From an optimization exercise on the open Yosys and OpenROAD flow, aimed at small area and a short achievable clock period; shortcuts taken in it are not production practice.
RTL that was checked went through simulation tests only; none was proved equivalent to the original.
The flow treats the clock pin as an ideal source. Dropping or thinning the clock tree relies on that and would not hold on a real chip.
Power and IR drop assume default switching activity.

## P
Design pte_rx, start of the top module:
module pte_rx (
    input  wire        clk,
    input  wire        rst,             
    input  wire        in_valid,
    input  wire [7:0]  in_byte,
    output reg         res_valid,
    output wire [7:0]  res_code,        
    output wire [15:0] res_data_len,    
    output wire [7:0]  res_opt_len,     
    output wire [2:0]  res_addr_ctl,    
    output wire        res_ext_hdr_valid,
    output wire [7:0]  res_ext_hdr,
    output wire [47:0] res_orig,        
    output wire        res_dest_valid,
    output wire [31:0] res_dest,        
    output wire [1:0]  res_kind,        
    output wire [31:0] res_data,        
    output wire [7:0]  res_subtel,      
    output wire [15:0] res_rssi_dbm     
);
For scale: about 650 cells after synthesis, ~200 I/O pins.
export LEC_CHECK = 0
export CAP_MARGIN = 20
export CORE_MARGIN = 2
export CORE_UTILIZATION = 70
export SETUP_SLACK_MARGIN = 3.0
export SLEW_MARGIN = 20
create_clock -name core_clock -period 5.0 [get_ports {clk}]
standard.sh (not shown) runs the stock make flow with config.mk's settings and CLKGATE_MAP_FILE= SYNTH_SCRIPT=/design/flow/synth_recipe.tcl, a recipe that flattens the netlist after the stock synthesis.
==> flow/flow/run.sh <==
#!/bin/bash
# Layout: the standard flow (standard synthesis included), with
# - port buffers of the smallest plain buffer instead of the delay buffer
#   that buffer_ports picks by itself;
# - a hand-built two-level clock tree (flow/cts_hook.tcl) in place of
#   TritonCTS's three-level one.
set -euo pipefail
bash standard.sh BUFFER_PORTS_ARGS="-buffer_cell sky130_fd_sc_hd__buf_1" \
  PRE_CTS_TCL="$PWD/flow/cts_hook.tcl" finish > standard_flow.log 2>&1
Other scripts of this flow, unchanged in this note and not shown: flow/flow/cts_hook.tcl, flow/flow/mycts.tcl
[inputs] Q vs P
- SETUP_SLACK_MARGIN changed from 3.0 to 2.9
==> run notes <==
Post-cts sizing count, Q and P: lower on Q
Q ends up with lower total combinational power than P does.
When Q is set beside P, its sequential group share of total power turns out to be 0.6 points larger.
In Q, utilization is lower than in P.
Compared with P, in Q design area shows a reduction of 4.2%, clock transition at the registers of the reported paths shows a reduction of 0.02 ns, slack of the critical path shows an increase of 0.24 ns.
Q reports a lower worst slack at placement than P does.
Function was not checked in any run of this note: the RTL went through the layout flow alone. No run of this note takes its clock network from TritonCTS; it comes from the design's own scripts or RTL.

Another version of the RTL of pte_rx (not shown whole).
Size in the first run: roughly 680 cells after synthesis, ~0.0098 mm² of cells after synthesis.
Design pte_rx, start of the top module:
module pte_rx (
    input  wire        clk,
    input  wire        rst,             
    input  wire        in_valid,
    input  wire [7:0]  in_byte,
    output reg         res_valid,
    output wire [7:0]  res_code,        
    output wire [15:0] res_data_len,    
    output wire [7:0]  res_opt_len,     
    output wire [2:0]  res_addr_ctl,    
    output wire        res_ext_hdr_valid,
    output wire [7:0]  res_ext_hdr,
    output wire [47:0] res_orig,        
    output wire        res_dest_valid,
    output wire [31:0] res_dest,        
    output wire [1:0]  res_kind,        
    output wire [31:0] res_data,        
    output wire [7:0]  res_subtel,      
    output wire [15:0] res_rssi_dbm     
);
Settings: LEC_CHECK=0, CAP_MARGIN=20, CORE_MARGIN=2, CORE_UTILIZATION=70, PLACE_DENSITY=0.7, SETUP_SLACK_MARGIN=3.0, SLEW_MARGIN=20; clock period 5.0 ns.
Scripts as last shown in full above: flow/flow/run.sh
Other scripts of this flow, unchanged in this note and not shown: flow/flow/cts_hook.tcl, flow/flow/mycts.tcl
The first run produced a clean layout.
Rerun with:
- CORE_UTILIZATION: 70 -> 65
- PLACE_DENSITY: 0.7 -> unset
Result: Global-route usage is lower by 3.9 points; area after synthesis stays the same; power hardly moves; setup slack stays flat; via count barely changes; combinational power is higher by about 5%; first-iteration DRC count is lower by 16%; cell count is higher by 1.3%; cell area is higher by 1.0%.
Rerun with:
- ABC_AREA: unset -> 1
- CORE_UTILIZATION: 65 -> 60
Outcome: Clock skew grows by 0.021 ns; design area climbs by 1.2%; hold slack gets better by 0.020 ns; first-iteration DRC count went down by 27%; register-to-register slack is better by 0.11 ns; wire length grows by 1.9%; sequential power hardly moves; final cell count rose by 17%; die area grows by 9.4%.
Rerun with:
- ABC_AREA: 1 -> unset
- ABC_CLOCK_PERIOD_IN_PS: unset -> 2000
- CORE_UTILIZATION: 60 -> 70
The new run completed with no timing, DRC or antenna violations.
Core utilization grows by 9.9 points.
Power came out higher slightly.
Synthesized cell count is lower by about a fifth.
Worst setup slack improves by 0.021 ns.
Cell count shrinks by about a fifth.
Synthesized area falls slightly.
First-iteration DRC count climbs by well over a third.
No run of this note takes its clock network from TritonCTS; it comes from the design's own scripts or RTL.

## static timing again, ports no longer ideal
In the flow no input, the clock included, has a driving cell. The finished layouts below were timed again as built, in two steps.
Step 1 assumes that a clkbuf_16 drives the clock port and a buf_2 every other input.
Step 2 moves the port delays by t, midway between the first and last clock arrival at a register: inputs arrive t later, outputs are due t later. That takes back most of the time a late clock gives input paths.
Three values: ideal ports, drivers, drivers and shift; two values: the first two.
run	t, ns	slack for setup (ns)	worst slew at a driven data input, ns
P	0.374	2.544 / 2.544 / 2.544	0.06
Q	0.373	2.781 / 2.781 / 2.781	0.04
the first run of note 2	0.378	3.001 / 2.927 / 3.014	0.04
the second run of note 2	0.368	3.002 / 2.932 / 3.005	0.04
the third run of note 2	0.375	2.980 / 2.907 / 3.109	0.03
the fourth run of note 2	0.378	3.001 / 2.927 / 3.014	0.04
After both steps every run listed still meets setup and hold.
